Source: an optimization exercise on an open RTL-to-GDS flow (aim: small area, a short achievable clock period and few clock cycles). Production flows keep margins and buffers that such runs may drop. RTL that was checked went through simulation tests only; none was proved equivalent to the original. Power figures rest on the tool's default switching activity, not on a simulated workload.

== pepper ==
Design itmp_codec, start of the top module:
module itmp_codec (
    input  wire       clk,
    input  wire       rst,
    input  wire       s_valid,
    output wire       s_ready,
    input  wire [7:0] s_data,
    input  wire       s_last,
    output wire       tx_valid,
    input  wire       tx_ready,
    output wire [7:0] tx_data,
    input  wire       rx_valid,
    output wire       rx_ready,
    input  wire [7:0] rx_data,
    output wire       f_valid,
    input  wire       f_ready,
    output wire [7:0] f_data,
    output wire       f_first,
    output wire       f_last
);
    itmp_encoder u_enc (
        .clk(clk), .rst(rst),
        .s_valid(s_valid), .s_ready(s_ready), .s_data(s_data), .s_last(s_last),
        .tx_valid(tx_valid), .tx_ready(tx_ready), .tx_data(tx_data)
    );
    itmp_decoder #(.RXBUF_MAX(64)) u_dec (
        .clk(clk), .rst(rst),
        .rx_valid(rx_valid), .rx_ready(rx_ready), .rx_data(rx_data),
        .f_valid(f_valid), .f_ready(f_ready), .f_data(f_data),
        .f_first(f_first), .f_last(f_last)
    );
endmodule
For scale: about 45 I/O pins.
make LEC_CHECK=0 CAP_MARGIN=20 CORE_MARGIN=2 CORE_UTILIZATION=40 CTS_BUF_LIST=sky130_fd_sc_hd__clkbuf_8 SETUP_SLACK_MARGIN=3.55 SLEW_MARGIN=20 finish   # period 6.0 ns
run.sh (not shown) runs the stock make flow with config.mk's settings and CLKGATE_MAP_FILE= SYNTH_SCRIPT=/design/flow/synth_recipe.tcl, a recipe that flattens the netlist after the stock synthesis.
Testbench counts of pepper, summed over its fixed seeds: cycles 12,558.
Input-level comparison between lagoon and pepper:
- CORE_UTILIZATION changed from 40 to 65
- CTS_BUF_LIST removed (was sky130_fd_sc_hd__clkbuf_8)
- SETUP_SLACK_MARGIN changed from 3.55 to 3.6
Findings:
- Going from pepper to lagoon, combinational power saw an increase; horizontal extent of the die saw a decrease; number of gates resized after cts saw an increase; number of unique standard cell types used by synthesis saw little to no change; placer congestion estimate saw little to no change.
- Non-clock buffer total of the final layout was lower in pepper than in lagoon.
- Between pepper and lagoon, critical path depth increased.
- Core utilization: lagoon > pepper
- Sequential share of layout area on lagoon is down relative to pepper.
What juniper does differently from lagoon at the input level:
- changing CORE_UTILIZATION from 65 to 40
- changing SETUP_SLACK_MARGIN from 3.6 to 3.55
## What came out
- Per the comparison of juniper with lagoon, global-route wire length before repair up 2.4%, worst setup margin now larger, routed wire length now smaller.
- juniper and lagoon ended up with roughly the same clock transition time at the flip-flop clock pins of the worst setup and hold paths.
- Compared with lagoon, layout buffer count excluding clock buffers in juniper decreased by more than 10%.
- lagoon ended up with mux4_2 as its critical path's slowest cell; juniper ended up with edfxtp_1.
- When juniper is set beside lagoon, its hold slack turns out to be 0.0037 ns smaller.
- Post-route total power, lagoon and juniper, higher one = juniper.
- Compared with lagoon, cell area after layout in juniper increased slightly.

* * *

Another version of the RTL of itmp_codec (not shown whole).
For scale: about 1500 cells after synthesis, about 650 flip-flops, about 45 I/O pins, ~26000 um2 of cells after synthesis.
clock: 6.0 ns
lec_check: 0
cap_margin: 20
core_margin: 2
core_utilization: 40
setup_slack_margin: 3.7
slew_margin: 20
The starting point went through all stages and came out clean.
Rerun with:
SETUP_SLACK_MARGIN = unset   (was 3.7)
What happened: The new run passed the timing, design-rule and antenna checks; combinational power grows by about 1%; count of clock-buffer cells in the layout falls by 9; utilization came out lower by 2.8 points; first-iteration DRC count shrinks by 9.2%; via count goes down by 3.5%; design area shrinks by 5.8%; clock power increases by about 5%; non-clock buffer count goes down by 80; worst setup slack is worse by 0.65 ns; sequential power is about the same.
Function was not checked in any run of this note: the RTL went through the layout flow alone.

* * *

The RTL this note starts from:
==> flow/design.v <==
module itmp_crc8_step (
    input  wire [7:0] crc_in,
    input  wire [7:0] data_in,
    output wire [7:0] crc_out
);
    wire [7:0] x = crc_in ^ data_in;
    assign crc_out[0] = x[2] ^ x[4] ^ x[5];
    assign crc_out[1] = x[0] ^ x[3] ^ x[5] ^ x[6];
    assign crc_out[2] = x[0] ^ x[1] ^ x[4] ^ x[6] ^ x[7];
    assign crc_out[3] = x[0] ^ x[1] ^ x[4] ^ x[7];
    assign crc_out[4] = x[0] ^ x[1] ^ x[4];
    assign crc_out[5] = x[1] ^ x[2] ^ x[5];
    assign crc_out[6] = x[0] ^ x[2] ^ x[3] ^ x[6];
    assign crc_out[7] = x[1] ^ x[3] ^ x[4] ^ x[7];
endmodule
module itmp_encoder (
    input  wire       clk,
    input  wire       rst,
    input  wire       s_valid,
    output wire       s_ready,
    input  wire [7:0] s_data,
    input  wire       s_last,
    output reg        tx_valid,
    input  wire       tx_ready,
    output reg  [7:0] tx_data
);
    localparam [7:0] FLAG = 8'h7E;
    localparam [7:0] ESC  = 8'h7D;
    localparam [1:0] E_OPEN  = 2'd0;    
    localparam [1:0] E_BYTE  = 2'd1;    
    localparam [1:0] E_CRC   = 2'd2;    
    localparam [1:0] E_CLOSE = 2'd3;    
    reg        a_v, b_v;
    reg  [7:0] a_d, b_d;
    reg        a_l, b_l;
    reg        a_x, b_x;      
    reg  [1:0] state;
    reg  [7:0] crc;
    reg        esc_sent;      
    reg        s_rdy;
    assign s_ready = s_rdy;
    wire       s_take = s_valid && s_rdy;
    wire       s_x    = (s_data[7:2] == 6'b011111) && (s_data[1] ^ s_data[0]);
    wire       adv    = !tx_valid || tx_ready;    
    wire       crc_x  = (crc == FLAG) || (crc == ESC);
    wire [7:0] crc_next;
    itmp_crc8_step u_crc (.crc_in(crc), .data_in(a_d), .crc_out(crc_next));
    wire       pop    = adv && (state == E_BYTE) && a_v && !(a_x && !esc_sent);
    always @(posedge clk) begin
        if (rst) begin
            a_v   <= 1'b0;
            b_v   <= 1'b0;
            s_rdy <= 1'b1;
        end else begin
            if (!a_v || pop) begin
                if (b_v) begin
                    a_v   <= 1'b1;
                    b_v   <= 1'b0;
                    s_rdy <= 1'b1;
                end else begin
                    a_v   <= s_take;
                end
            end else if (s_take) begin
                b_v   <= 1'b1;
                s_rdy <= 1'b0;
            end
        end
    end
    always @(posedge clk) begin
        if (!a_v || pop) begin
            if (b_v) begin
                a_d <= b_d; a_l <= b_l; a_x <= b_x;
            end else begin
                a_d <= s_data; a_l <= s_last; a_x <= s_x;
            end
        end
        if (s_rdy) begin
            b_d <= s_data; b_l <= s_last; b_x <= s_x;
        end
    end
    always @(posedge clk) begin
        if (rst) begin
            state    <= E_OPEN;
            esc_sent <= 1'b0;
            tx_valid <= 1'b0;
            tx_data  <= FLAG;    
            crc      <= 8'hFF;
        end else if (adv) begin
            case (state)
                E_OPEN: begin
                    tx_valid <= a_v || s_valid;
                    tx_data  <= FLAG;
                    crc      <= 8'hFF;
                    esc_sent <= 1'b0;
                    if (a_v || s_valid)
                        state <= E_BYTE;
                end
                E_BYTE: begin
                    tx_valid <= a_v;
                    if (a_x && !esc_sent) begin
                        tx_data <= ESC;
                        if (a_v)
                            esc_sent <= 1'b1;
                    end else begin
                        tx_data <= {a_d[7:6], a_d[5] ^ esc_sent, a_d[4:0]};
                        if (a_v) begin
                            esc_sent <= 1'b0;
                            crc      <= crc_next;
                            if (a_l)
                                state <= E_CRC;
                        end
                    end
                end
                E_CRC: begin
                    tx_valid <= 1'b1;
                    if (crc_x && !esc_sent) begin
                        tx_data  <= ESC;
                        esc_sent <= 1'b1;
                    end else begin
                        tx_data  <= {crc[7:6], crc[5] ^ esc_sent, crc[4:0]};
                        esc_sent <= 1'b0;
                        state    <= E_CLOSE;
                    end
                end
                E_CLOSE: begin
                    tx_valid <= 1'b1;
                    tx_data  <= FLAG;
                    state    <= E_OPEN;
                end
            endcase
        end
    end
endmodule
module itmp_decoder #(
    parameter RXBUF_MAX = 64,
    parameter QD        = 4         
) (
    input  wire       clk,
    input  wire       rst,
    input  wire       rx_valid,
    output reg        rx_ready,
    input  wire [7:0] rx_data,
    output reg        f_valid,
    input  wire       f_ready,
    output reg  [7:0] f_data,
    output reg        f_first,
    output reg        f_last
);
    localparam       AW = $clog2(RXBUF_MAX);        
    localparam       PW = AW + 1;                   
    reg  [7:0]    ring [0:RXBUF_MAX-1];
    reg           r1_v;
    reg  [7:0]    r1_d;
    reg           r1_fl;         
    reg           r1_es;         
    reg           esc;
    reg  [7:0]    crc;
    reg  [PW-1:0] k;             
    reg           ovf;
    reg  [PW-1:0] wptr;          
    reg  [PW-1:0] fstart;        
    reg  [QD-1:0] qv;
    reg  [AW-1:0] ql [0:QD-1];
    reg  [PW-1:0] rptr;          
    reg           first_pend;    
    reg  [AW-1:0] left;          
    wire          proc     = r1_v && rx_ready;
    wire          eff_flag = !esc && r1_fl;
    wire          eff_esc  = !esc && r1_es;
    wire          is_data  = !eff_flag && !eff_esc;
    wire          room     = (k != RXBUF_MAX - 3);
    wire [7:0]    ubyte    = {r1_d[7:6], r1_d[5] ^ esc, r1_d[4:0]};
    wire          store    = proc && is_data && room;
    wire          good     = !k[PW-1] && (crc == 8'h00) && !ovf;
    wire          fin      = proc && eff_flag;
    wire          push     = fin && good;
    wire [7:0]    crc_step;
    itmp_crc8_step u_crc (.crc_in(crc), .data_in(ubyte), .crc_out(crc_step));
    wire          load     = qv[0] && (!f_valid || f_ready);
    wire          rd_last  = !first_pend && (left == 0);
    wire          pop      = load && rd_last;
    wire [PW-1:0] occ      = wptr - rptr;
    wire          take     = rx_valid && rx_ready;
    wire          in_fl    = (rx_data == 8'h7E);
    wire          in_es    = (rx_data == 8'h7D);
    wire          esc_n    = proc ? eff_esc : esc;
    wire          r1_v_n   = take || (r1_v && !rx_ready);
    wire          fl_n     = take ? in_fl : r1_fl;
    wire          es_n     = take ? in_es : r1_es;
    wire          eflag_n  = !esc_n && fl_n;
    wire          data_n   = esc_n || (!fl_n && !es_n);
    wire          q_full_n = qv[QD-1] || (qv[QD-2] && push);
    wire          ring_full_n = qv[0] && (occ[PW-1] || (&occ[AW-1:0]));
    wire          stall_n  = r1_v_n && (eflag_n ? q_full_n : (data_n && ring_full_n));
    reg  [QD-1:0] qv_p;
    reg  [AW-1:0] ql_p [0:QD-1];
    reg  [QD-1:0] qv_n;
    integer i;
    always @(*) begin
        for (i = 0; i < QD; i = i + 1) begin
            qv_p[i] = pop ? ((i + 1 < QD) ? qv[(i + 1) % QD] : 1'b0) : qv[i];
            ql_p[i] = pop ? ql[(i + 1) % QD] : ql[i];
        end
        for (i = 0; i < QD; i = i + 1)
            qv_n[i] = qv_p[i] || (push && (i == 0 || qv_p[(i + QD - 1) % QD]));
    end
    always @(posedge clk) begin
        if (store)
            ring[wptr[AW-1:0]] <= ubyte;
        for (i = 0; i < QD; i = i + 1)
            if (pop || (push && !qv_p[i]))
                ql[i] <= qv_p[i] ? ql_p[i] : k[AW-1:0];
        if (take) begin
            r1_d  <= rx_data;
            r1_fl <= in_fl;
            r1_es <= in_es;
        end
        if (load)
            left    <= first_pend ? ql[0] : left - 1'b1;
        if (rst) begin
            f_data  <= 8'h00;
            f_first <= 1'b0;
            f_last  <= 1'b0;
        end else if (load) begin
            f_data  <= ring[rptr[AW-1:0]];
            f_first <= first_pend;
            f_last  <= rd_last;
        end
    end
    always @(posedge clk) begin
        if (rst) begin
            rx_ready   <= 1'b1;
            r1_v       <= 1'b0;
            esc        <= 1'b0;
            crc        <= 8'hFF;
            k          <= {PW{1'b1}} - 2'd2;
            ovf        <= 1'b0;
            wptr       <= {PW{1'b0}};
            fstart     <= {PW{1'b0}};
            qv         <= {QD{1'b0}};
            rptr       <= {PW{1'b0}};
            first_pend <= 1'b1;
            f_valid    <= 1'b0;
        end else begin
            rx_ready <= !stall_n;
            r1_v     <= r1_v_n;
            esc      <= esc_n;
            qv       <= qv_n;
            if (fin) begin
                crc <= 8'hFF;
                ovf <= 1'b0;
                k   <= {PW{1'b1}} - 2'd2;
                if (good) begin
                    wptr   <= wptr - 1'b1;
                    fstart <= wptr - 1'b1;
                end else begin
                    wptr   <= fstart;
                end
            end else if (store) begin
                crc  <= crc_step;
                k    <= k + 1'b1;
                wptr <= wptr + 1'b1;
            end else if (proc && is_data) begin
                ovf  <= 1'b1;
            end
            if (load) begin
                f_valid    <= 1'b1;
                rptr       <= rptr + 1'b1;
                first_pend <= rd_last;
            end else if (f_ready) begin
                f_valid    <= 1'b0;
            end
        end
    end
endmodule
module itmp_codec (
    input  wire       clk,
    input  wire       rst,
    input  wire       s_valid,
    output wire       s_ready,
    input  wire [7:0] s_data,
    input  wire       s_last,
    output wire       tx_valid,
    input  wire       tx_ready,
    output wire [7:0] tx_data,
    input  wire       rx_valid,
    output wire       rx_ready,
    input  wire [7:0] rx_data,
    output wire       f_valid,
    input  wire       f_ready,
    output wire [7:0] f_data,
    output wire       f_first,
    output wire       f_last
);
    itmp_encoder u_enc (
        .clk(clk), .rst(rst),
        .s_valid(s_valid), .s_ready(s_ready), .s_data(s_data), .s_last(s_last),
        .tx_valid(tx_valid), .tx_ready(tx_ready), .tx_data(tx_data)
    );
    itmp_decoder #(.RXBUF_MAX(64)) u_dec (
        .clk(clk), .rst(rst),
        .rx_valid(rx_valid), .rx_ready(rx_ready), .rx_data(rx_data),
        .f_valid(f_valid), .f_ready(f_ready), .f_data(f_data),
        .f_first(f_first), .f_last(f_last)
    );
endmodule
make LEC_CHECK=0 CAP_MARGIN=20 CORE_MARGIN=2 CORE_UTILIZATION=50 SETUP_SLACK_MARGIN=3.9 SLEW_MARGIN=20 finish   # period 6.0 ns
==> next run, changes <==
CORE_UTILIZATION = 40   (was 50)
SETUP_SLACK_MARGIN = 3.7   (was 3.9)
Routed wire length came out lower by 3.6%; die area rises by 25%; count of clock-buffer cells in the layout came out lower by 10; first-iteration DRC count increases by 4.9%.
==> next run, changes <==
CTS_CLUSTER_DIAMETER = 60   (was not set)
CTS_CLUSTER_SIZE = 30   (was not set)
The new run completed without violations.
Clock-buffer cell count drops by 38.
Total power shrinks by a little under a tenth.
Non-clock buffer count falls by 2.
Combinational power is higher slightly.
Cell count came out lower slightly.
First-iteration DRC count rose by a few percent.
Die area stays the same.
Sequential power is about the same.
Sequential share of layout area increases by 1.2 points.
Via count decreases slightly.
==> next run, changes <==
ABC_AREA = 1   (was not set)
CTS_CLUSTER_DIAMETER = not set   (was 60)
CTS_CLUSTER_SIZE = not set   (was 30)
=>
- total power rose by roughly a tenth
- area after synthesis goes up by a little under a tenth
- maximum frequency hardly moves
- clock-buffer cell count rises by 44
- register-to-register slack improved by 70 ps
- sequential power rose slightly
- wire length grows by about a fifth
- cell area increases by a few percent
- sequential cell count stays the same
- utilization goes down by 0.86 points
No run of this note included a check of the RTL's function; only the layout flow was run.

-- what the ideal ports hide --
The results above use ideal ports. As a check the final layouts listed here were re-extracted and re-timed, cells and wires unchanged. Step 1 (the two cells are an assumption about what drives the block):
set clk [get_ports {clk}]
set_driving_cell -lib_cell sky130_fd_sc_hd__clkbuf_16 $clk
set_driving_cell -lib_cell sky130_fd_sc_hd__buf_2 [delete_from_list [all_inputs] $clk]
Step 2 times the ports against the registers' clock, not the clock port: input delays grow and output delays shrink by t, the midpoint of the rising clock arrivals with the driver on. a / b / c = ideal ports / drivers / drivers and shift; a / b = the first two.
run | t (ns) | setup slack, ns | worst setup path after step 2 | clock arrival spread, ns | pins driven straight from the clock port
pepper | 0.762 | 3.467 / 3.410 / 2.838 | input to register | 0.034 / 0.033 | 1
lagoon | 0.677 | 3.513 / 3.513 / 2.980 | input to register | 0.025 / 0.026 | 1
juniper | 0.664 | 3.566 / 3.506 / 2.956 | input to register | 0.032 / 0.032 | 1
the first run of note 2 | 0.655 | 3.334 / 3.334 / 2.894 | input to register | 0.038 / 0.039 | 1
the second run of note 2 | 0.655 | 2.689 / 2.689 / 2.520 | input to register | 0.031 / 0.031 | 1
the first run of note 3 | 0.658 | 3.677 / 3.616 / 3.145 | input to register | 0.032 / 0.032 | 1
the second run of note 3 | 0.669 | 3.676 / 3.617 / 3.117 | input to register | 0.029 / 0.029 | 1
the third run of note 3 | 0.673 | 3.655 / 3.595 / 3.128 | input to register | 0.045 / 0.045 | 1
the fourth run of note 3 | 0.686 | 3.654 / 3.588 / 3.067 | input to register | 0.028 / 0.028 | 1
After both steps setup and hold are still met in every run listed. For pepper, which loses most, drivers alone change the setup slack by -0.057 ns; drivers and shift together by -0.629 ns.
